What follows belongs to an exercise in optimizing a design on an open flow for small area, a short achievable clock period and few clock cycles per item; a production flow would make more cautious choices.
The RTL was checked by simulation tests, not by an equivalence proof against the original design.
No activity file was given, so power comes from the tool's default toggle rates.

File: run.sh
#!/bin/bash
# synth_recipe.tcl (not shown) runs the flow's synth.tcl, then flattens the netlist and writes it again
# the make line also repeats each setting of config.mk as NAME=value (left out here)
make -C /OpenROAD-flow-scripts/flow DESIGN_CONFIG=/design/flow/config.mk WORK_HOME=/design/flow/orfs CLKGATE_MAP_FILE= SYNTH_SCRIPT=/design/flow/synth_recipe.tcl finish
File: config.mk
export PLATFORM = sky130hd
export DESIGN_NAME = bpe
export DESIGN_NICKNAME = bpe
export VERILOG_FILES = /design/flow/design.v
export SDC_FILE = /design/flow/constraint.sdc
export NUM_CORES = 4
export LEC_CHECK = 0
export CAP_MARGIN = 20
export CORE_MARGIN = 2
export CORE_UTILIZATION = 40
export SETUP_SLACK_MARGIN = 5
export SLEW_MARGIN = 20
File: constraint.sdc
create_clock -name core_clock -period 10.0 [get_ports {clk}]
set_input_delay 2.0000 -clock core_clock [delete_from_list [all_inputs] [get_ports {clk}]]
set_output_delay 2.0000 -clock core_clock [all_outputs]
set_load 0.01 [all_outputs]
File: design.v
module bpe_add #(parameter N = 32) (
    input  wire [N-1:0] a,
    input  wire [N-1:0] b,
    input  wire         ci,
    output wire [N-1:0] s,
    output wire         co
);
  localparam L = 6;           
  wire [N:0] g0 = {a & b, ci};
  wire [N:0] p0 = {a ^ b, 1'b0};
  wire [N:0] g [0:L];
  wire [N:0] p [0:L];
  assign g[0] = g0;
  assign p[0] = p0;
  genvar l, i;
  generate
    for (l = 0; l < L; l = l + 1) begin : g_lvl
      for (i = 0; i <= N; i = i + 1) begin : g_bit
        if ((i >> l) & 1) begin : g_node
          localparam integer J = ((i >> l) << l) - 1;
          assign g[l+1][i] = g[l][i] | (p[l][i] & g[l][J]);
          assign p[l+1][i] = p[l][i] & p[l][J];
        end else begin : g_pass
          assign g[l+1][i] = g[l][i];
          assign p[l+1][i] = p[l][i];
        end
      end
    end
  endgenerate
  assign s  = p0[N:1] ^ g[L][N-1:0];
  assign co = g[L][N];
endmodule
module bpe (
    input  wire        clk,
    input  wire        rst,
    input  wire        reg_req,
    input  wire        reg_we,
    input  wire [5:0]  reg_addr,
    input  wire [31:0] reg_wdata,
    output wire [31:0] reg_rdata,
    output wire        reg_ack,
    output wire        mem_req,
    output wire        mem_we,
    output wire [31:0] mem_addr,
    output wire [7:0]  mem_wdata,
    input  wire [7:0]  mem_rdata,
    input  wire        mem_ack,
    output wire        irq
);
  reg        ie;
  reg        done;
  reg        ovr;
  reg [1:0]  err;            
  reg [31:0] cmd;
  reg [31:0] wdata;
  reg [31:0] rdata;
  reg [31:0] result;
  reg [31:0] sbase;
  reg [28:0] slen;
  reg [31:0] spos;
  reg [31:0] dbase;
  reg [28:0] dlen;
  reg [31:0] dpos;
  localparam [31:0] CFG = 32'h0000_2000;
  localparam [1:0] S_IDLE = 2'd0,    
                   S_FIN  = 2'd1,    
                   S_SRC  = 2'd2,    
                   S_DST  = 2'd3;    
  reg [1:0] state;
  reg [1:0] code;            
  reg [2:0] k;               
  reg [31:0] addr;           
  reg [4:0] coh;             
  reg       rdone;           
  reg [7:0] old;             
  reg [31:0] val;            
  reg [2:0] sh;              
  reg [2:0] nm1;             
  reg [2:0] tq;              
  reg       rd_first;        
  reg       rd_last;         
  wire busy   = (state != S_IDLE);
  wire in_src = (state == S_SRC);
  wire in_dst = (state == S_DST);
  wire [3:0] ra      = reg_addr[5:2];
  wire       host_wr = reg_req & reg_we;
  wire       accept  = host_wr & (ra == 4'd2) & ~busy;
  wire [3:0] op  = cmd[3:0];
  wire       ord = cmd[4];
  wire       adv = cmd[5];
  wire [5:0] w   = cmd[13:8];
  wire is_set  = (op == 4'd0);
  wire is_sset = (op == 4'd1);
  wire is_get  = (op == 4'd2);
  wire is_seq  = (op == 4'd1) | (op == 4'd4);
  wire is_copy = (op == 4'd5);
  wire [5:0]  w_eff = busy ? w : reg_wdata[13:8];
  wire [31:0] s_end, d_end;
  wire        s_end_c, d_end_c;
  bpe_add #(32) u_send (.a(spos), .b({26'b0, w_eff}), .ci(1'b0), .s(s_end), .co(s_end_c));
  bpe_add #(32) u_dend (.a(dpos), .b({26'b0, w_eff}), .ci(1'b0), .s(d_end), .co(d_end_c));
  wire        s_ge, d_ge;
  bpe_add #(33) u_sdif (.a({1'b0, slen, 3'b0}), .b(~{s_end_c, s_end}), .ci(1'b1), .s(), .co(s_ge));
  bpe_add #(33) u_ddif (.a({1'b0, dlen, 3'b0}), .b(~{d_end_c, d_end}), .ci(1'b1), .s(), .co(d_ge));
  wire        s_oob = ~s_ge;
  wire        d_oob = ~d_ge;
  wire [3:0] a_op      = reg_wdata[3:0];
  wire       a_illegal = (reg_wdata[7:6] != 2'b0) || (reg_wdata[31:14] != 18'b0) || (a_op > 4'd5);
  wire       a_wbad    = (reg_wdata[13:8] > 6'd32);
  wire       a_w0      = (reg_wdata[13:8] == 6'd0);
  wire       a_src     = (a_op == 4'd2) | (a_op == 4'd5);
  wire       a_dst     = (a_op != 4'd2);
  wire       a_oob     = (a_src & s_oob) | (a_dst & d_oob);
  wire [1:0] a_code    = a_illegal ? 2'd3 : a_wbad ? 2'd1 : a_w0 ? 2'd0 : a_oob ? 2'd2 : 2'd0;
  wire       a_go      = ~a_illegal & ~a_wbad & ~a_w0 & ~a_oob;
  wire [5:0] p_w   = busy ? w : reg_wdata[13:8];
  wire       p_ord = busy ? ord : reg_wdata[4];
  wire [3:0] p_op  = busy ? op : a_op;
  wire       p_seq = (p_op == 4'd1) | (p_op == 4'd4);
  wire       p_s   = ~busy & a_src;                 
  wire [2:0] p_lo  = p_s ? spos[2:0] : dpos[2:0];
  wire [5:0] p_lw  = {3'b0, p_lo} + p_w;            
  wire [5:0] p_lwm = p_lw - 6'd1;
  wire [2:0] p_nm1 = p_lwm[5:3];
  wire [2:0] p_de  = 3'd0 - p_lw[2:0];              
  wire [2:0] p_sh  = p_ord ? p_de : p_lo;
  wire [2:0] p_tq  = p_ord ? ~p_lo : p_lwm[2:0];
  wire       p_rd0 = (p_lo != 3'd0) | (~p_seq & (p_nm1 == 3'd0) & (p_lw != 6'd8));
  wire       p_rdl = ~p_seq & (p_nm1 != 3'd0) & (p_lw[2:0] != 3'd0);
  wire [4:0] p_coh = p_ord ? (5'd1 << p_nm1) : 5'd1;
  wire        a_inc  = busy & ~(in_src & klast);     
  wire [31:0] a_base = p_s ? sbase : dbase;
  wire [28:0] a_pos  = p_s ? spos[31:3] : dpos[31:3];
  wire [31:0] a_sum;
  bpe_add #(32) u_addr (.a(a_inc ? addr : a_base), .b(a_inc ? 32'b0 : {3'b0, a_pos}),
                        .ci(a_inc), .s(a_sum), .co());
  assign mem_addr = addr;
  wire kfirst = (k == 3'd0);
  wire klast  = (k == nm1);
  wire cfirst = coh[0];
  wire clast  = ord ? kfirst : klast;
  wire [7:0] gem, ltm, lowm;
  genvar gi;
  generate
    for (gi = 0; gi < 8; gi = gi + 1) begin : g_thr
      assign gem[gi]  = (gi[2:0] >= sh);
      assign ltm[gi]  = (gi[2:0] <= tq);
      assign lowm[gi] = (gi[2:0] <= ~sh);
    end
  endgenerate
  wire [15:0] rr  = {mem_rdata, mem_rdata} >> sh;
  wire [7:0]  rot = rr[7:0];                       
  wire [31:0] val_next;
  wire [31:0] tm;                                  
  generate
    for (gi = 0; gi < 32; gi = gi + 1) begin : g_val
      wire hit = (coh[gi / 8] & lowm[gi % 8]) | (coh[gi / 8 + 1] & ~lowm[gi % 8]);
      assign val_next[gi] = hit ? rot[gi % 8] : val[gi];
      assign tm[gi] = (gi < w);
    end
  endgenerate
  wire [31:0] vsrc = ({32{is_copy}} & val) | ({32{is_set | is_sset}} & wdata);
  wire [7:0]  lane_c = ({8{coh[0]}} & vsrc[7:0])   | ({8{coh[1]}} & vsrc[15:8]) |
                       ({8{coh[2]}} & vsrc[23:16]) | ({8{coh[3]}} & vsrc[31:24]);
  wire [7:0]  lane_p = ({8{coh[1]}} & vsrc[7:0])   | ({8{coh[2]}} & vsrc[15:8]) |
                       ({8{coh[3]}} & vsrc[23:16]) | ({8{coh[4]}} & vsrc[31:24]);
  wire [7:0]  pre = (lowm & lane_c) | (~lowm & lane_p);
  wire [15:0] ol  = {pre, pre} << sh;
  wire [7:0]  out = ol[15:8];                      
  wire [7:0] ge0 = {8{~cfirst}} | gem;             
  wire [7:0] ltw = {8{~clast}}  | ltm;             
  wire [7:0] fm  = ge0 & ltw;
  wire [7:0] keep = is_seq ? (ord ? ~ltw : ~ge0) : ~fm;
  wire [7:0] dnew = (fm & out) | (keep & old);
  wire       need_read = ~rdone & ((kfirst & rd_first) | (klast & rd_last));
  assign mem_req   = (in_src | in_dst) & ~rst;
  assign mem_we    = in_dst & ~need_read;
  assign mem_wdata = dnew;
  wire src_ack = in_src & mem_ack;
  wire dst_ack = in_dst & mem_ack;
  wire finish  = (state == S_FIN) | (src_ack & klast & is_get) | (dst_ack & ~need_read & klast);
  wire to_dst  = src_ack & klast & ~is_get;        
  wire step    = (src_ack & ~klast) | (dst_ack & ~need_read & ~klast);
  wire load_p  = accept | to_dst;
  reg  [3:0]  pr;
  reg         stale;
  reg  [31:0] rdq;
  reg  [31:0] rmux;
  wire        rd_req = reg_req & ~reg_we;
  wire        rd_hit = (ra == pr) & ~stale;
  assign reg_ack   = reg_req & ~rst & (reg_we | rd_hit);
  assign reg_rdata = rdq;
  assign irq       = ie & done;
  reg [3:0] pr_succ;
  always @(*) begin
    case (pr)
      4'd1:    pr_succ = is_get ? 4'd4 : 4'd5;    
      4'd4:    pr_succ = 4'd5;                    
      4'd5:    pr_succ = 4'd8;                    
      4'd8:    pr_succ = 4'd11;                   
      default: pr_succ = 4'd1;
    endcase
  end
  wire [3:0] pr_next = (rd_req & ~rd_hit) ? ra :
                       finish             ? 4'd1 :
                       (rd_req & rd_hit)  ? pr_succ : pr;
  always @(*) begin
    case (pr_next)
      4'd0:    rmux = {31'b0, ie};
      4'd1:    rmux = {22'b0, err, 5'b0, ovr, done, busy};
      4'd2:    rmux = cmd;
      4'd3:    rmux = wdata;
      4'd4:    rmux = rdata;
      4'd5:    rmux = result;
      4'd6:    rmux = sbase;
      4'd7:    rmux = {3'b0, slen};
      4'd8:    rmux = spos;
      4'd9:    rmux = dbase;
      4'd10:   rmux = {3'b0, dlen};
      4'd11:   rmux = dpos;
      4'd12:   rmux = CFG;
      default: rmux = 32'b0;
    endcase
  end
  always @(posedge clk) begin
    rdq <= rmux;
    if (rst) begin
      pr    <= 4'd1;
      stale <= 1'b1;
    end else begin
      pr    <= pr_next;
      stale <= host_wr | finish;
    end
  end
  wire [31:0] wd_m = reg_wdata & {32{~rst}};
  wire        idle_wr = host_wr & ~busy;
  wire        fin_ok  = finish & (code == 2'd0) & ~rst;
  wire        eng     = busy & ~rst;            
  always @(posedge clk) begin
    if (rst | (host_wr & (ra == 4'd0)))  ie    <= wd_m[0];
    if (rst | (accept))                  cmd   <= wd_m;
    if (rst | (idle_wr & (ra == 4'd3)))  wdata <= wd_m;
    if (rst | (idle_wr & (ra == 4'd6)))  sbase <= wd_m;
    if (rst | (idle_wr & (ra == 4'd7)))  slen  <= wd_m[28:0];
    if (rst | (idle_wr & (ra == 4'd9)))  dbase <= wd_m;
    if (rst | (idle_wr & (ra == 4'd10))) dlen  <= wd_m[28:0];
    if (rst | (idle_wr & (ra == 4'd8)) | (fin_ok & adv & (is_get | is_copy)))
      spos <= eng ? s_end : wd_m;
    if (rst | (idle_wr & (ra == 4'd11)) | (fin_ok & adv & ~is_get))
      dpos <= eng ? d_end : wd_m;
    if (rst | (fin_ok & is_get))
      rdata <= val_next & tm & {32{~rst}};
    if (rst | fin_ok)
      result <= ({32{~rst & is_get}} & s_end) |
                ({32{~rst & is_copy}} & {26'b0, w}) |
                ({32{~rst & ~is_get & ~is_copy}} & d_end);
    if (src_ack) val <= val_next;
    if (dst_ack & need_read) old <= mem_rdata;
    if (load_p | step) addr <= a_sum;
    if (load_p) begin
      sh       <= p_sh;
      nm1      <= p_nm1;
      tq       <= p_tq;
      rd_first <= p_rd0;
      rd_last  <= p_rdl;
    end
  end
  always @(posedge clk) begin
    if (rst) begin
      done   <= 1'b0;
      ovr    <= 1'b0;
      err    <= 2'd0;
      state  <= S_IDLE;
      code   <= 2'd0;
      k      <= 3'd0;
      coh    <= 5'd0;
      rdone  <= 1'b0;
    end else begin
      if (host_wr) begin
        case (ra)
          4'd1: begin
            if (reg_wdata[1]) done <= 1'b0;
            if (reg_wdata[2]) ovr  <= 1'b0;
          end
          4'd2: begin
            if (busy) ovr <= 1'b1;
            else begin
              done  <= 1'b0;
              err   <= 2'd0;
              code  <= a_code;
              state <= a_go ? (a_src ? S_SRC : S_DST) : S_FIN;
            end
          end
          4'd3, 4'd6, 4'd7, 4'd8, 4'd9, 4'd10, 4'd11:
            if (busy) ovr <= 1'b1;
          default: ;
        endcase
      end
      if (load_p) begin
        k     <= 3'd0;
        coh   <= p_coh;
        rdone <= 1'b0;
      end
      if (to_dst) state <= S_DST;
      if (dst_ack & need_read) rdone <= 1'b1;
      if (step) begin
        k     <= k + 3'd1;
        coh   <= ord ? {1'b0, coh[4:1]} : {coh[3:0], 1'b0};
        rdone <= 1'b0;
      end
      if (finish) begin
        state <= S_IDLE;
        done  <= 1'b1;
        err   <= code;
      end
    end
  end
endmodule
==> flow_summary.ini, run 1 <==
[run_status]
status = timing/DRC/antenna clean

[hold_path]
holdPathStages = 2
hold_class = register to register

[global_route]
gr-usage-all-layers = 0.319
grt_pass1_wl_um = 156000
grt_overflow = 0
grt_start_max_net_pins = 76
antenna_found_initial = 7
grt_pass1_vias = 22500

[power]
power_leakage_nw = 12.4
powerDensity_nw_per_um2 = 162
max-vdd-ir-drop_mv = 0.123
power_mw = 5.45

[layout]
stdcell_count = 3578
final-seq-area_um2 = 13000
drive_above_1_share = 0.245
stdcell_area_um2 = 33700
fillCellCount = 5528
utilization = 0.522
multi_input_area_um2 = 14100
area_growth_pct = 29.0
finalNetCount = 2848

[synth]
synthDistinctLibCells = 87
synth-edff-count = 398
yosys_most_used_dff = edfxtp_1
synth.most_common_cell = edfxtp_1
syn-num-nets = 2587
synth_seq_area_share = 0.499
synth.cell_area_um2 = 26100
yosysWarnings = 3
synth_top_area_share = 0.458
ys_ff_latch = 452
synthesis.instances = 2416
synth_top_area_cell = edfxtp_1
syn_area_per_cell_um2 = 10.8
synth_area_leaders = edfxtp_1 46%, ha_1 5.3%, dfxtp_1 4.1%
async_reset_ff_frac = 0
yosys-top-cells-count = 398 x edfxtp_1, 242 x nand2_1, 196 x a21oi_1

[timing]
rsz0062_at_grt = yes
worstMarginPinSlew_ps = 1140
fin_crit_ps = 5510
setup_viol = 0
setup_slack_ps = 4490
drv_slew = 0
slew_headroom = 0.242
finalHoldViolCount = 0
tns_ps = 0
clock.fmax_mhz = 181
whs_ps = 487
timing.final.crit_share = 0.551
clock_skew_ps = 26.1

[floorplan]
die_w_um = 259
core_um2 = 64500
initial_core_util = 0.405
fp-row-count = 93
num_io_pins = 127
dieArea_um2 = 67300
die_h_um = 259

[place]
gp_congestion = 0.943
port-buffer-count = 124
pre_cts_ws_ps = 2210
hpwl_um = 72200
dp.cells = 3302
place_area_um2 = 28500

[drt]
drtAntennaViolNets = 0
vias = 23300
dr.pass1.iters = 8
drt_drc_violations_left = 0
wire_per_inst_um = 30.7
routed_via_density = 6.50
drtIter0Drc = 3253
wirelength_um = 110000

[critical_path]
worstPathArrival_ps = 6010
required_ps = 10500
crit_path_end_kind = register
cp_max_fo = 7
reg2reg_depth = 21
start_kind = input port
critical_path_class = input port to register

[clocking]
cts_buffer_depth = 3
clk_latency_ps = 640
cts-root-buf = clkbuf_16
numCtsBuffers = 52
clk_pin_slew_ps = 60
cts_tree = yes
cts.sinks = 452
cts_max_level = 2

[job]
maxCapViolations = 0
==> cells by family (layout without fill, tap and decap cells) <==
logic type                 Yosys count  in the layout  synth area share
and+or+nand+nor                    725            728             0.141
AOI/OAI and AO/OA                  677            678             0.177
DFF                                452            452             0.499
buffers and inverters              207            508            0.0333
muxes                              138            138            0.0571
adders and majority gates          120            120            0.0601
xor gates and xnor gates            97             97            0.0325
other                                0              2                 0
==> flip-flops by register name, summed over array words and instances, names as in the netlist, 2 cells and up <==
register and cells:
addr 32, cmd 32, code 2, coh 5, dbase 32, dlen 29
dpos 32, err 2, k 3, nm1 3, old 8, pr 4
rdata 32, rdq 32, result 32, sbase 32, sh 3, slen 29
spos 32, state 2, tq 3, val 32, wdata 32
==> area by class of cell <==
class                           instances  area share
Inverter                               58     0.00647
Tap cell                              855      0.0318
Antenna cell                            2    0.000149
Clock inverter                         31      0.0114
Sequential cell                       452       0.387
Timing Repair Buffer                  352      0.0987
Multi-Input combinational cell       1761       0.420
Clock buffer                           67      0.0440
==> report_power, final <==
group | switching (mW) | internal [mW] | leakage, nW | total, mW
clock network | 0.872 | 1.24 | 0.914 | 2.11
logic | 0.618 | 0.416 | 7.09 | 1.03
registers | 0.106 | 2.19 | 4.37 | 2.30
total | 1.60 | 3.85 | 12.4 | 5.45
==> timing repair <==
item                                    CTS  global route
endpoints found under the setup margin  188            53
cloned                                    7             1
resized for setup                       358           129
setup buffers                           125            43
pin swaps                               104            84
hold buffers                              0             0
==> metal layers <==
layer / routed length (um) / part of all wire / track usage / vias to the layer above
met4: 6800 / 0.062 / 0.167 / 8
met3: 12800 / 0.12 / 0.0749 / 359
li1: - / - / - / 9805
met1: 41300 / 0.38 / 0.413 / 11500
met2: 48800 / 0.44 / 0.496 / 1603
met5: 60 / 0.00055 / 0 / -
==> layout by cell type (no fill, tap or decap), types with 22 or more instances in the layout <==
cell type        synthesis  final
xor2_1                  37     25
dfxtp_1                 54     49
inv_1                   56     52
mux2i_1                 91     64
o21ai_0                 94     65
and3_1                  30     26
o21bai_1                32     30
nand3_1                 57     53
xnor2_1                 60     48
a22o_1                  27     27
nor3_1                  48     39
clkdlybuf4s50_1          0    100
o22ai_1                 37     29
buf_4                    9    181
edfxtp_1               398    398
a21o_1                  37     35
nand4_1                 50     50
a22oi_1                 70     65
buf_6                    3     32
a21oi_2                  0     22
and2_1                  28     25
ha_1                   111     95
mux2_2                  41     37
nor2b_1                 58     57
a21oi_1                196    168
clkbuf_16                0     57
nor2_1                 107     91
nand2_1                242    222
==> worst max-delay path, stage by stage <==
cell	delay, ps
clkbuf_4	160
nand2_2	90
nand2_4	90
ha_4	290
a21oi_2	70
o21bai_1	180
a21oi_2	90
buf_6	140
o21bai_4	130
buf_12	160
nand4_1	160
xor2_2	250
ha_1	340
and3_4	210
o2111ai_2	100
a211o_1	330
a31oi_4	210
o21ai_2	100
a221o_1	430
nor3b_4	350
a31oi_1	130
==> worst paths after layout <==
| path | start | slack, ps | to |
|---|---|---|---|
| worst max register to register | state[0] | 4570 | state[0] |
| worst min register to register | code[0] | 490 | err[0] |
| worst min-delay path | code[0] | 490 | err[0] |
| worst max-delay path | reg_wdata[10] | 4490 | state[0] |
Testbench counts, summed over its fixed seeds: cycles 39,462, commands 2,400.
==> inputs of run 2 (changes only) <==
--- a/config.mk
+++ b/config.mk
@@ -10,3 +10,3 @@
 export CORE_UTILIZATION = 40
-export SETUP_SLACK_MARGIN = 5
+export SETUP_SLACK_MARGIN = 4.6
 export SLEW_MARGIN = 20
==> flow_summary.ini, run 2 <==
[run_status]
status = timing/DRC/antenna clean

[job]
maxCapViolations = 0

[synth]
yosysWarnings = 3
synthDistinctLibCells = 87
synth.most_common_cell = edfxtp_1
synth_seq_area_share = 0.499
synth_top_area_cell = edfxtp_1
syn_area_per_cell_um2 = 10.8
synthesis.instances = 2416
async_reset_ff_frac = 0
syn-num-nets = 2587
synth-edff-count = 398
synth_top_area_share = 0.458
synth_area_leaders = edfxtp_1 46%, ha_1 5.3%, dfxtp_1 4.1%
synth.cell_area_um2 = 26100
yosys_most_used_dff = edfxtp_1
yosys-top-cells-count = 398 x edfxtp_1, 242 x nand2_1, 196 x a21oi_1
ys_ff_latch = 452

[hold_path]
hold_class = register to register
holdPathStages = 2

[global_route]
grt_overflow = 0
grt_start_max_net_pins = 64
gr-usage-met3 = 0.0640
grt_pass1_wl_um = 152000
grt_pass1_vias = 22200
grt_busiest_layer = met2
antenna_found_initial = 3
grt_use_met2 = 0.479
gr-usage-all-layers = 0.308
grtUsageMet1 = 0.412

[critical_path]
crit_path_end = state[0]
cp_max_fo = 6
worstPathArrival_ps = 5980
critical_path_class = input port to register
required_ps = 10480
start_kind = input port
ff2ff_setup_slack_ps = 4600
r2r-start = state[1]
reg2reg_depth = 23
critPathLaunch = reg_wdata[9]
timing.rr.end = state[0]
crit_path_end_kind = register

[timing]
tns_ps = 0
whs_ps = 475
fin_crit_ps = 5500
finalHoldViolCount = 0
drv_slew = 0
timing.final.crit_share = 0.550
rsz0062_at_grt = yes
setup_viol = 0
clock.fmax_mhz = 182
slew_headroom = 0.182
setup_slack_ps = 4500
clock_skew_ps = 38.9
worstMarginPinSlew_ps = 1230

[floorplan]
die_w_um = 259
die_h_um = 259
core_um2 = 64500
initial_core_util = 0.405
fp-row-count = 93
dieArea_um2 = 67300
num_io_pins = 127

[place]
gp_congestion = 0.967
place_area_um2 = 28400
pre_cts_ws_ps = 1840
hpwl_um = 71700
port-buffer-count = 124

[drt]
routed_via_density = 6.51
drt_drc_violations_left = 0
wire_per_inst_um = 30.0
vias = 23200
wirelength_um = 107000
drtAntennaViolNets = 0
drtIter0Drc = 3290
dr.pass1.iters = 6

[layout]
area_growth_pct = 25.7
fillCellCount = 5726
stdcell_area_um2 = 32800
finalNetCount = 2831
drive_above_1_share = 0.215
final_cell_mix = 398 x edfxtp_1, 230 x nand2_1, 183 x buf_4, 176 x a21oi_1, 100 x clkdlybuf4s50_1
final_common_cell = edfxtp_1

[power]
power_mw = 5.36
p_switching_mw = 1.55
combPwrFrac = 0.180
powerDensity_nw_per_um2 = 163
power_leakage_nw = 12.2
p_int_mw = 3.81
clkPwrFrac = 0.392
sw_frac_of_total = 0.289
max-vdd-ir-drop_mv = 0.139
seq_power_share = 0.429

[clocking]
cts_buffer_depth = 3
clk_latency_ps = 650
numCtsBuffers = 54
cts-root-buf = clkbuf_16
cts_max_level = 2
clk_pin_slew_ps = 60
cts_tree = yes
cts.sinks = 452
run 2: how the worst min path moves through the flow:
stage / from / to
4_1_cts: result[24] / rdq[24]
2_1_floorplan: result[17] / rdq[17]
5_1_grt: result[24] / rdq[24]
3_3_place_gp: code[0] / err[0]
3_5_place_dp: result[24] / rdq[24]
6_report: result[24] / rdq[24]
run 2: critical path: stages:
cell	delay, ps
buf_12	100
nand2_4	70
nand2_8	70
ha_4	270
a21o_1	130
a21oi_2	80
o21bai_1	190
a21oi_2	80
buf_6	130
o21bai_4	300
buf_4	200
nand3_1	100
xor2_1	430
ha_1	230
nand3_2	100
a211o_1	350
a31oi_4	240
o21ai_2	100
a221o_1	370
nor3b_4	190
buf_6	160
a31oi_4	70
run 2: layout make-up:
| type | count | area (um2) | area share |
|---|---|---|---|
| repair buffers | 336 | 3040 | 0.0928 |
| well taps | 855 | 1070 | 0.0326 |
| multi-input cells | 1758 | 13600 | 0.413 |
| clock buffers | 66 | 1450 | 0.0441 |
| clock inverters | 36 | 432 | 0.0132 |
| diodes | 1 | 2.50 | 0.0000763 |
| flip-flops and latches | 452 | 13000 | 0.397 |
| inverters | 58 | 221 | 0.00675 |
run 2: through the flow:
stage / utilization / cells
final: 0.509 / 3562
after global routing: 0.509 / 3561
after CTS: 0.498 / 3527
after detailed placement: 0.441 / 3311
after global placement: 0.441 / 3311
after floorplan: - / 2416
run 2: logic make-up (layout without fill, tap and decap cells):
family / count (synthesis) / count (layout) / synth area share
fa+ha+maj: 120 / 120 / 0.0601
xor+xnor: 97 / 97 / 0.0325
mux: 138 / 138 / 0.0571
flops: 452 / 452 / 0.499
compound gates: 677 / 677 / 0.177
simple gates: 725 / 726 / 0.141
buf+inv: 207 / 496 / 0.0333
other cells: 0 / 1 / 0
run 2: power groups by stage:
stage                     sequential [mW]  combinational, mW  clock (mW)
after detailed placement             2.33              0.805           0
after floorplan                      2.29              0.486           0
after global routing                 2.30               1.02        2.19
after global placement               2.33              0.792           0
after CTS                            2.29              0.900        2.11
final                                2.30              0.964        2.10
run 2: timing repair:
item                       in CTS  in global routing
pin swaps                      65                 66
hold buffers                    0                  0
buffers inserted              111                 33
setup endpoints to repair      66                 72
gates resized for setup       217                129
cloned                          3                  1
run 2: metal layers:
layer / vias up / share of wire / wire [um]
li1: 9771 / - / -
met1: 11500 / 0.38 / 40700
met2: 1611 / 0.44 / 47400
met3: 336 / 0.12 / 12500
met4: 4 / 0.058 / 6150
met5: - / 0.00021 / 22
==> inputs of run 3 (changes only) <==
--- a/design.v
+++ b/design.v
@@ -101,7 +101,11 @@
   bpe_add #(32) u_dend (.a(dpos), .b({26'b0, w_eff}), .ci(1'b0), .s(d_end), .co(d_end_c));
-  wire        s_ge, d_ge;
-  bpe_add #(33) u_sdif (.a({1'b0, slen, 3'b0}), .b(~{s_end_c, s_end}), .ci(1'b1), .s(), .co(s_ge));
-  bpe_add #(33) u_ddif (.a({1'b0, dlen, 3'b0}), .b(~{d_end_c, d_end}), .ci(1'b1), .s(), .co(d_ge));
-  wire        s_oob = ~s_ge;
-  wire        d_oob = ~d_ge;
+  wire [32:0] s_q, d_q;
+  bpe_add #(33) u_sq (.a({1'b0, slen, 3'b0}), .b(~{1'b0, spos}), .ci(1'b1), .s(s_q), .co());
+  bpe_add #(33) u_dq (.a({1'b0, dlen, 3'b0}), .b(~{1'b0, dpos}), .ci(1'b1), .s(d_q), .co());
+  wire        s_qneg   = s_q[32];
+  wire        d_qneg   = d_q[32];
+  wire        s_qsmall = (s_q[32:6] == 27'b0);
+  wire        d_qsmall = (d_q[32:6] == 27'b0);
+  wire        s_oob = s_qneg | (s_qsmall & (s_q[5:0] < reg_wdata[13:8]));
+  wire        d_oob = d_qneg | (d_qsmall & (d_q[5:0] < reg_wdata[13:8]));
   wire [3:0] a_op      = reg_wdata[3:0];
==> flow/run.sh (new file) <==
#!/bin/bash
# The standard layout, with plain buffers (not delay cells) on the ports.
set -euo pipefail
bash standard.sh BUFFER_PORTS_ARGS="-buffer_cell sky130_fd_sc_hd__buf_2" finish > flow_make.log 2>&1
==> standard.sh (new file) <==
#!/bin/bash
# synth_recipe.tcl (not shown) runs the flow's synth.tcl, then flattens the netlist and writes it again
# the make line also repeats each setting of config.mk as NAME=value (left out here)
make -C /OpenROAD-flow-scripts/flow DESIGN_CONFIG=/design/flow/config.mk WORK_HOME=/design/flow/orfs CLKGATE_MAP_FILE= SYNTH_SCRIPT=/design/flow/synth_recipe.tcl "${@:-finish}"
--- a/config.mk
+++ b/config.mk
@@ -10,3 +10,3 @@
 export CORE_UTILIZATION = 40
-export SETUP_SLACK_MARGIN = 4.6
+export SETUP_SLACK_MARGIN = 5
 export SLEW_MARGIN = 20
removed: run.sh
==> flow_summary.ini, run 3 <==
[synth]
synth_area_leaders = edfxtp_1 44%, ha_1 5.6%, dfxtp_1 4.0%
synth.cell_area_um2 = 27100
synth_top_area_share = 0.441
yosys-top-cells-count = 398 x edfxtp_1, 214 x nand2_1, 182 x a21oi_1
syn_area_per_cell_um2 = 10.6
synthesis.instances = 2566
syn-num-nets = 2755
yosys_most_used_dff = edfxtp_1
synth.most_common_cell = edfxtp_1
ys_ff_latch = 452
synthDistinctLibCells = 84
synth_top_area_cell = edfxtp_1
synth-edff-count = 398
async_reset_ff_frac = 0
yosysWarnings = 3
synth_seq_area_share = 0.481

[clocking]
cts-root-buf = clkbuf_16
clk_latency_ps = 620
cts_tree = yes
cts.sinks = 452
numCtsBuffers = 51
cts_max_level = 2
holdBufCountCts = 0
clk_pin_slew_ps = 60
cts_buffer_depth = 3

[timing]
setup_viol = 0
fin_crit_ps = 5580
slew_headroom = 0.202
clock_skew_ps = 19.6
tns_ps = 0
rsz0062_at_grt = yes
worstMarginPinSlew_ps = 1190
finalHoldViolCount = 0
setup_slack_ps = 4420
drv_slew = 0
clock.fmax_mhz = 179
whs_ps = 505
timing.final.crit_share = 0.558

[critical_path]
critPathLaunch = reg_wdata[0]
worstPathArrival_ps = 5920
timing.rr.end = state[1]
reg2reg_depth = 20
crit_path_end = addr[31]
required_ps = 10340
critical_path_class = input port to register
r2r-start = spos[3]
cp_max_fo = 6
crit_path_end_kind = register
start_kind = input port
ff2ff_setup_slack_ps = 4460

[power]
power_mw = 5.29
power_leakage_nw = 12.7
powerDensity_nw_per_um2 = 159
max-vdd-ir-drop_mv = 0.114

[floorplan]
fp-row-count = 95
dieArea_um2 = 69800
num_io_pins = 127
core_um2 = 67000
die_h_um = 264
die_w_um = 264
initial_core_util = 0.404

[place]
hpwl_um = 77300
port-buffer-count = 124
gp_congestion = 0.962
dp.cells = 3466
pre_cts_ws_ps = 1930

[drt]
wl_met3_um = 12300
met1_length_um = 44200
drt_drc_violations_left = 0
routed_via_density = 6.47
wirelength_um = 113000
dr.pass1.iters = 7
drtIter0Drc = 3387
wl_met2_um = 49900
drtAntennaViolNets = 0
wire_per_inst_um = 30.3
vias = 24100
top_layer = met5

[layout]
final_common_cell = edfxtp_1
stdcell_count = 3725
diodes = 0
finalNetCount = 3002
area_growth_pct = 23.1
drive_above_1_share = 0.242
final_cell_mix = 398 x edfxtp_1, 204 x nand2_1, 165 x buf_4, 154 x a21oi_1, 127 x inv_1

[global_route]
gr-usage-all-layers = 0.316
grt_overflow = 0
grt_start_max_net_pins = 74
grt_pass1_wl_um = 162000
grt_pass1_vias = 23500
antenna_found_initial = 3

[job]
maxCapViolations = 0

[hold_path]
hold_class = register to register

[run_status]
status = timing/DRC/antenna clean
-- run 3: critical path, cell delays in order --
cell	delay (ps)
buf_12	110
or3b_4	400
a21oi_4	170
and2_4	190
buf_12	150
buf_12	150
mux2i_1	220
o21ai_1	80
ha_1	320
buf_4	160
a21oi_4	130
o21ai_4	100
nor4_2	320
buf_4	180
a211oi_4	90
a21oi_2	200
a22o_1	240
a22oi_2	90
buf_12	150
a31o_2	230
a21boi_1	140
a221oi_1	70
-- run 3: kinds of logic (layout without fill, tap and decap cells) --
family | after synthesis | after routing | synth area share
fa+ha+maj | 138 | 138 | 0.0685
xor+xnor | 114 | 114 | 0.0369
buf+inv | 274 | 559 | 0.0393
mux | 134 | 134 | 0.0534
simple gates | 703 | 704 | 0.132
flops | 452 | 452 | 0.481
compound gates | 751 | 751 | 0.189
-- run 3: per-stage QoR --
stage	utilization	instance area, um2
detailed placement	0.429	28800
CTS	0.487	32600
global placement	0.429	28800
global route	0.497	33300
floorplan	-	27300
finish	0.497	33300
-- run 3: worst min path at each step --
stage               startpoint      end  slack (ps)  cells past startpoint
global route            err[0]   err[0]         520                      2
finish                  err[0]   err[0]         500                      2
detailed placement     code[0]   err[0]         490                      2
global placement       code[0]   err[0]         480                      2
floorplan           result[10]  rdq[10]         440                      2
CTS                    code[0]   err[0]         500                      2
-- run 3: metal layers --
metal | GRT usage | up-vias
li1 | - | 10300
met1 | 0.422 | 11900
met2 | 0.491 | 1563
met3 | 0.0666 | 317
met4 | 0.146 | 2
met5 | 0 | -
-- run 3: repair_timing --
| item | 4_1_cts | 5_1_grt |
|---|---|---|
| resized for setup | 238 | 83 |
| buffers inserted | 125 | 35 |
| cloned | 7 | 0 |
| endpoints found under the setup margin | 119 | 63 |
| pin swaps | 102 | 66 |
| hold endpoints to repair | 0 | 0 |
-- run 3: power by group --
| part | switching, mW | total [mW] | internal [mW] |
|---|---|---|---|
| combinational | 0.641 | 1.05 | 0.408 |
| sequential | 0.102 | 2.28 | 2.18 |
| clock | 0.838 | 1.96 | 1.12 |
-- run 3: final cells by class --
cell class,count,area (um2)
inverters,138,533
well taps,873,1090
clock buffers,59,1310
fillers,6015,33700
repair buffers,329,2540
flip-flops and latches,452,13000
clock inverters,33,367
multi-input cells,1841,14500
Testbench counts of run 3, summed over its fixed seeds: cycles 39,462, commands 2,400.
==> inputs of run 4 (changes only) <==
--- a/config.mk
+++ b/config.mk
@@ -7,6 +7,8 @@
 export LEC_CHECK = 0
-export CAP_MARGIN = 20
+export CAP_MARGIN = 5
 export CORE_MARGIN = 2
-export CORE_UTILIZATION = 40
+export CORE_UTILIZATION = 50
+export CTS_CLUSTER_DIAMETER = 100
+export CTS_CLUSTER_SIZE = 30
 export SETUP_SLACK_MARGIN = 5
-export SLEW_MARGIN = 20
+export SLEW_MARGIN = 5
==> flow_summary.ini, run 4 <==
[run_status]
status = timing/DRC/antenna clean

[drt]
wire_per_inst_um = 31.8
routed_via_density = 6.89
wirelength_um = 110000
vias = 23900
drtAntennaViolNets = 0
drtIter0Drc = 3479
drt_drc_violations_left = 0
dr.pass1.iters = 6

[layout]
drive_above_1_share = 0.221
multi_input_area_um2 = 14300
final_cell_mix = 398 x edfxtp_1, 205 x nand2_1, 154 x a21oi_1, 139 x buf_4, 131 x inv_1
utilization = 0.593
stdcell_area_um2 = 31900
fillCellCount = 4479
final-seq-area_um2 = 13000
area_growth_pct = 17.7
stdcell_count = 3475
final_common_cell = edfxtp_1
finalNetCount = 2953

[critical_path]
worstPathArrival_ps = 5910
crit_path_end_kind = register
start_kind = input port
cp_max_fo = 7
required_ps = 10430
reg2reg_depth = 20
r2r-start = spos[3]
critPathLaunch = reg_wdata[2]
critical_path_class = input port to register

[place]
place_area_um2 = 28600
port-buffer-count = 124
dp.cells = 3292
gp_congestion = 0.981
hpwl_um = 74900

[timing]
clock_skew_ps = 35.2
rsz0062_at_grt = yes
worstMarginPinSlew_ps = 1240
drv_slew = 0
setup_viol = 0
timing.final.crit_share = 0.548
clock.fmax_mhz = 182
finalHoldViolCount = 0
slew_headroom = 0.152
tns_ps = 0
fin_crit_ps = 5480

[clocking]
cts_tree = yes
cts.sinks = 452
clk_latency_ps = 600
numCtsBuffers = 21
clk_pin_slew_ps = 110
cts_buffer_depth = 3
cts-root-buf = clkbuf_16
cts_max_level = 1

[synth]
yosys-top-cells-count = 398 x edfxtp_1, 214 x nand2_1, 182 x a21oi_1
synth_area_leaders = edfxtp_1 44%, ha_1 5.6%, dfxtp_1 4.0%
synthesis.instances = 2566
synthDistinctLibCells = 84
yosysWarnings = 3
synth_top_area_share = 0.441
async_reset_ff_frac = 0
syn_area_per_cell_um2 = 10.6
yosys_most_used_dff = edfxtp_1
synth_top_area_cell = edfxtp_1
synth-edff-count = 398
synth.most_common_cell = edfxtp_1
ys_ff_latch = 452
synth_seq_area_share = 0.481
syn-num-nets = 2755
synth.cell_area_um2 = 27100

[global_route]
grt_start_max_net_pins = 66
grt_pass1_wl_um = 155000
gr-usage-all-layers = 0.380
antenna_found_initial = 5
grt_overflow = 0
grt_pass1_vias = 22300

[hold_path]
holdPathStages = 2
min_from = code[0]
hold_class = register to register

[power]
max-vdd-ir-drop_mv = 0.174
powerDensity_nw_per_um2 = 139
power_leakage_nw = 12.2

[floorplan]
die_h_um = 237
core_um2 = 53700
initial_core_util = 0.504
die_w_um = 237
dieArea_um2 = 56000
fp-row-count = 85
num_io_pins = 127

[job]
maxCapViolations = 0
## run 4: cell counts after synthesis
No cell type changed its count.
## run 4: layer usage
| metal | track usage | wire, um |
|---|---|---|
| met2 | 0.577 | 48400 |
| met4 | 0.153 | 5280 |
| met3 | 0.0815 | 13100 |
| met5 | 0 | 92 |
| met1 | 0.532 | 43600 |
## run 4: final timing paths
path                                 end  slack, ps
worst min-delay path              err[0]        490
worst min register to register    err[0]        490
worst max register to register  state[1]       4540
worst max-delay path            addr[31]       4520
## run 4: area by class of cell
| type | count | area share |
|---|---|---|
| antenna | 2 | 0.000157 |
| clock buffer | 26 | 0.0178 |
| clock inverter | 10 | 0.00416 |
| inverter | 138 | 0.0163 |
| multi-input combinational | 1842 | 0.450 |
| sequential | 452 | 0.409 |
| tap | 696 | 0.0273 |
| timing repair buffer | 309 | 0.0751 |
## run 4: repair_timing
action	4_1_cts	5_1_grt
cloned	7	2
pin swaps	89	56
buffers inserted	89	47
endpoints found under the setup margin	111	59
resized for setup	212	92
hold buffers	0	0
## run 4: power by group
part,switching (mW),internal (mW),total (mW)
Combinational,0.634,0.412,1.05
Clock,0.657,0.455,1.11
Sequential,0.102,2.18,2.28
Total,1.39,3.04,4.44
## run 4: kinds of logic (layout without fill, tap and decap cells)
logic type | Yosys count | after routing | synth area share
other cells | 0 | 2 | 0
buf+inv | 274 | 483 | 0.0393
simple gates | 703 | 705 | 0.132
flops | 452 | 452 | 0.481
fa+ha+maj | 138 | 138 | 0.0685
compound gates | 751 | 751 | 0.189
mux | 134 | 134 | 0.0534
xor+xnor | 114 | 114 | 0.0369
## run 4: through the flow
step                hold slack, ps  setup slack [ps]  power, mW
global route                   526              4420       4.57
floorplan                      444              4320       2.82
global placement               464              1980       3.13
CTS                            491              4550       4.33
detailed placement             470              2020       3.15
finish                         490              4520       4.44
## run 4: critical path, cell delays in order
cell      delay [ps]
buf_12           100
or3b_4           400
a21oi_4          270
and2_4           240
buf_12           180
mux2i_2          240
o21ai_1           90
ha_1             390
buf_6            120
nand2_1           50
nor2_2           140
o21ai_4          150
a211oi_4         300
a21oi_2           50
buf_6            140
a22o_4           240
a22oi_2          140
buf_6            150
nand3_1           80
xor2_1           160
a221oi_1         250
==> inputs of run 5 (changes only) <==
--- a/design.v
+++ b/design.v
@@ -39,3 +39,3 @@
     input  wire [31:0] reg_wdata,
-    output wire [31:0] reg_rdata,
+    output reg  [31:0] reg_rdata,
     output wire        reg_ack,
@@ -96,16 +96,20 @@
   wire is_copy = (op == 4'd5);
-  wire [5:0]  w_eff = busy ? w : reg_wdata[13:8];
   wire [31:0] s_end, d_end;
-  wire        s_end_c, d_end_c;
-  bpe_add #(32) u_send (.a(spos), .b({26'b0, w_eff}), .ci(1'b0), .s(s_end), .co(s_end_c));
-  bpe_add #(32) u_dend (.a(dpos), .b({26'b0, w_eff}), .ci(1'b0), .s(d_end), .co(d_end_c));
-  wire [32:0] s_q, d_q;
-  bpe_add #(33) u_sq (.a({1'b0, slen, 3'b0}), .b(~{1'b0, spos}), .ci(1'b1), .s(s_q), .co());
-  bpe_add #(33) u_dq (.a({1'b0, dlen, 3'b0}), .b(~{1'b0, dpos}), .ci(1'b1), .s(d_q), .co());
-  wire        s_qneg   = s_q[32];
-  wire        d_qneg   = d_q[32];
-  wire        s_qsmall = (s_q[32:6] == 27'b0);
-  wire        d_qsmall = (d_q[32:6] == 27'b0);
-  wire        s_oob = s_qneg | (s_qsmall & (s_q[5:0] < reg_wdata[13:8]));
-  wire        d_oob = d_qneg | (d_qsmall & (d_q[5:0] < reg_wdata[13:8]));
+  bpe_add #(32) u_send (.a(spos), .b({26'b0, w}), .ci(1'b0), .s(s_end), .co());
+  bpe_add #(32) u_dend (.a(dpos), .b({26'b0, w}), .ci(1'b0), .s(d_end), .co());
+  wire [5:0]  a_w = reg_wdata[13:8];
+  wire [34:0] sx  = {2'b0, slen, 3'b0};
+  wire [34:0] sy  = ~{3'b0, spos};
+  wire [34:0] dx  = {2'b0, dlen, 3'b0};
+  wire [34:0] dy  = ~{3'b0, dpos};
+  wire [34:0] z   = ~{29'b0, a_w};
+  wire [34:0] s_s = sx ^ sy ^ z;
+  wire [34:0] s_c = (sx & sy) | (sx & z) | (sy & z);
+  wire [34:0] d_s = dx ^ dy ^ z;
+  wire [34:0] d_c = (dx & dy) | (dx & z) | (dy & z);
+  wire [34:0] s_t, d_t;
+  bpe_add #(35) u_sb (.a(s_s), .b({s_c[33:0], 1'b1}), .ci(1'b1), .s(s_t), .co());
+  bpe_add #(35) u_db (.a(d_s), .b({d_c[33:0], 1'b1}), .ci(1'b1), .s(d_t), .co());
+  wire        s_oob = s_t[34];
+  wire        d_oob = d_t[34];
   wire [3:0] a_op      = reg_wdata[3:0];
@@ -188,52 +192,22 @@
   wire load_p  = accept | to_dst;
-  reg  [3:0]  pr;
-  reg         stale;
-  reg  [31:0] rdq;
-  reg  [31:0] rmux;
-  wire        rd_req = reg_req & ~reg_we;
-  wire        rd_hit = (ra == pr) & ~stale;
-  assign reg_ack   = reg_req & ~rst & (reg_we | rd_hit);
-  assign reg_rdata = rdq;
-  assign irq       = ie & done;
-  reg [3:0] pr_succ;
+  assign reg_ack = reg_req & ~rst;
+  assign irq     = ie & done;
   always @(*) begin
-    case (pr)
-      4'd1:    pr_succ = is_get ? 4'd4 : 4'd5;    
-      4'd4:    pr_succ = 4'd5;                    
-      4'd5:    pr_succ = 4'd8;                    
-      4'd8:    pr_succ = 4'd11;                   
-      default: pr_succ = 4'd1;
+    case (ra)
+      4'd0:    reg_rdata = {31'b0, ie};
+      4'd1:    reg_rdata = {22'b0, err, 5'b0, ovr, done, busy};
+      4'd2:    reg_rdata = cmd;
+      4'd3:    reg_rdata = wdata;
+      4'd4:    reg_rdata = rdata;
+      4'd5:    reg_rdata = result;
+      4'd6:    reg_rdata = sbase;
+      4'd7:    reg_rdata = {3'b0, slen};
+      4'd8:    reg_rdata = spos;
+      4'd9:    reg_rdata = dbase;
+      4'd10:   reg_rdata = {3'b0, dlen};
+      4'd11:   reg_rdata = dpos;
+      4'd12:   reg_rdata = CFG;
+      default: reg_rdata = 32'b0;
     endcase
   end
-  wire [3:0] pr_next = (rd_req & ~rd_hit) ? ra :
-                       finish             ? 4'd1 :
-                       (rd_req & rd_hit)  ? pr_succ : pr;
-  always @(*) begin
-    case (pr_next)
-      4'd0:    rmux = {31'b0, ie};
-      4'd1:    rmux = {22'b0, err, 5'b0, ovr, done, busy};
-      4'd2:    rmux = cmd;
-      4'd3:    rmux = wdata;
-      4'd4:    rmux = rdata;
-      4'd5:    rmux = result;
-      4'd6:    rmux = sbase;
-      4'd7:    rmux = {3'b0, slen};
-      4'd8:    rmux = spos;
-      4'd9:    rmux = dbase;
-      4'd10:   rmux = {3'b0, dlen};
-      4'd11:   rmux = dpos;
-      4'd12:   rmux = CFG;
-      default: rmux = 32'b0;
-    endcase
-  end
-  always @(posedge clk) begin
-    rdq <= rmux;
-    if (rst) begin
-      pr    <= 4'd1;
-      stale <= 1'b1;
-    end else begin
-      pr    <= pr_next;
-      stale <= host_wr | finish;
-    end
-  end
   wire [31:0] wd_m = reg_wdata & {32{~rst}};
--- a/config.mk
+++ b/config.mk
@@ -10,5 +10,5 @@
 export CORE_UTILIZATION = 50
-export CTS_CLUSTER_DIAMETER = 100
-export CTS_CLUSTER_SIZE = 30
-export SETUP_SLACK_MARGIN = 5
+export CTS_CLUSTER_DIAMETER = 80
+export CTS_CLUSTER_SIZE = 20
+export SETUP_SLACK_MARGIN = 4.2
 export SLEW_MARGIN = 5
==> flow_summary.ini, run 5 <==
[timing]
rsz0062_at_grt = yes
clock.fmax_mhz = 174
worstMarginPinSlew_ps = 1350
slew_headroom = 0.0973
clock_skew_ps = 31.7
finalHoldViolCount = 0
setup_viol = 0
tns_ps = 0
fin_crit_ps = 5750
drv_slew = 0
timing.final.crit_share = 0.575

[synth]
yosysWarnings = 3
synthesis.instances = 2402
synth_compound_area_frac = 0.164
yosys-top-cells-count = 398 x edfxtp_1, 230 x nand2_1, 216 x inv_1
yosys_most_used_dff = edfxtp_1
syn_area_per_cell_um2 = 10.6
synth_xor_area_frac = 0.0336
synth_seq_area_share = 0.483
synth_top_area_share = 0.470
syn-num-nets = 2639
synth-edff-count = 398
async_reset_ff_frac = 0
synth_top_area_cell = edfxtp_1
synth.cell_area_um2 = 25400
synthAdderAreaFrac = 0.0959
synth_area_leaders = edfxtp_1 47%, ha_1 8.4%, nand2_1 3.4%
synthDistinctLibCells = 77
ys_ff_latch = 415
synth.most_common_cell = edfxtp_1
muxShareOfSynthArea = 0.0547
synthSimpleGateAreaFrac = 0.118
synth_top_family_by_area = compound AO/OA/AOI/OAI gates

[critical_path]
worstPathArrival_ps = 3750
cp_max_fo = 30
critical_path_class = input port to output port
crit_path_end_kind = output port
start_kind = input port
required_ps = 8000

[hold_path]
hold_class = register to register

[layout]
area_growth_pct = 10.4
final_common_cell = edfxtp_1
fillCellCount = 4410
final_cell_mix = 398 x edfxtp_1, 224 x nand2_1, 215 x inv_1, 171 x ha_1, 150 x a21oi_1
drive_above_1_share = 0.138
finalNetCount = 2726
stdcell_area_um2 = 28100

[floorplan]
die_w_um = 230
core_um2 = 50200
initial_core_util = 0.507
die_h_um = 230
fp-row-count = 82
dieArea_um2 = 52700
num_io_pins = 127

[place]
gp_congestion = 0.935
port-buffer-count = 124
hpwl_um = 66400
place_area_um2 = 26900

[global_route]
grt_start_max_net_pins = 71
gr-usage-all-layers = 0.349
grt_pass1_wl_um = 134000
antenna_found_initial = 6
grt_pass1_vias = 19800
grt_overflow = 0

[job]
maxCapViolations = 0

[power]
power_leakage_nw = 11.1
max-vdd-ir-drop_mv = 0.135
powerDensity_nw_per_um2 = 149

[clocking]
cts-root-buf = clkbuf_16
cts_max_level = 1
clk_pin_slew_ps = 80
cts.sinks = 415
clk_latency_ps = 630
numCtsBuffers = 28
holdBufCountCts = 0
cts_buffer_depth = 3
cts_tree = yes

[drt]
vias = 20800
wirelength_um = 94100
drtAntennaViolNets = 0
drtIter0Drc = 2786
wire_per_inst_um = 29.6
drt_drc_violations_left = 0
dr.pass1.iters = 6
routed_via_density = 6.54

[run_status]
status = timing/DRC/antenna clean
-- run 5: changes by cell type in the layout (fill, tap and decap cells not counted), sizes merged, moves of 26 or more --
cell	delta
a21oi	-28
nand3	-31
buf	-126
inv	+79
xnor2	-26
ha	+50
dfxtp	-37
o21ai	+31
-- run 5: cells by family after synthesis --
| kind of cell | count (synthesis) |
|---|---|
| fa+ha+maj | 186 |
| xor+xnor | 96 |
| buf+inv | 344 |
| mux | 126 |
| flops | 415 |
| compound gates | 629 |
| simple gates | 606 |
-- run 5: report_power, final --
part	internal [mW]	leakage (nW)	switching, mW
clock network	0.552	0.423	0.660
registers	2.04	3.98	0.109
logic	0.304	6.71	0.520
total	2.89	11.1	1.29
-- run 5: per-layer routing --
metal / vias to the layer above / global-route usage / routed length [um]
met4: 8 / 0.150 / 4640
met5: - / 0 / 54
met2: 1351 / 0.502 / 39400
met3: 209 / 0.110 / 12400
met1: 10200 / 0.483 / 37600
li1: 9094 / - / -
-- run 5: stage by stage --
step                std cells  worst slack [ps]  hold WS [ps]  power [mW]  utilization
finish                   3182              4250           494        4.18        0.560
global placement         3115              3180           478        2.95        0.535
detailed placement       3115              3080           479        2.97        0.535
global route             3180              4170           532        4.32        0.560
CTS                      3172              4150           494        4.15        0.556
floorplan                2402              4220           448        2.65            -
-- run 5: worst max-delay path, cell delays in order --
cell and delay, ps:
buf_6 170, nand2b_4 210, nor2_2 50, buf_6 250
a22o_1 280, a221oi_1 230, nand4_1 290, buf_2 240
-- run 5: final timing paths --
check	from	endpoint	slack (ps)	cells past startpoint
max	reg_addr[5]	reg_rdata[5]	4250	8
min	code[1]	err[1]	490	2
max reg2reg	cmd[9]	result[28]	5080	12
min reg2reg	code[1]	err[1]	490	2
-- run 5: timing repair --
action | CTS | global route
setup endpoints to repair | 49 | 24
setup buffers | 8 | 8
resized for setup | 28 | 35
pin swaps | 5 | 4
-- run 5: cell type report --
cell class,instances,area [um2],share of cell area
Clock buffer,31,712,0.0253
Tap cell,672,841,0.0299
Antenna cell,2,5.00,0.000178
Timing Repair Buffer,182,1170,0.0416
Inverter,219,822,0.0293
Sequential cell,415,12300,0.438
Clock inverter,18,158,0.00561
Multi-Input combinational cell,1643,12100,0.430
Testbench counts of run 5, summed over its fixed seeds: cycles 39,462, commands 2,400.

==> afterwards: timing with drivers on the ports <==
The flow's constraints put no driver on any port. The routed layouts listed below were extracted and timed again, unchanged, in two steps. Step 1, drivers: a clkbuf_16 drives clk and a buf_2 each remaining input, both assumed. Step 2 also shifts input and output timing later by t, the mid clock arrival at the registers, as if the neighbouring blocks saw the same clock. a / b / c = ideal / step 1 / step 2; a / b = the first two.
| run | t, ns | setup slack, ns | cell pins on the clock port's net |
|---|---|---|---|
| run 1 | 0.684 | 4.488 / 4.511 / 3.826 | 1 |
| run 2 | 0.692 | 4.499 / 4.515 / 3.823 | 1 |
| run 3 | 0.671 | 4.422 / 4.433 / 3.762 | 1 |
| run 4 | 0.647 | 4.518 / 4.529 / 3.881 | 1 |
| run 5 | 0.672 | 4.250 / 4.214 / 3.656 | 1 |
After both steps setup and hold are still met in every run listed. The setup slack of run 2, which loses most, moves by +0.016 ns with the drivers and by -0.676 ns with both steps.
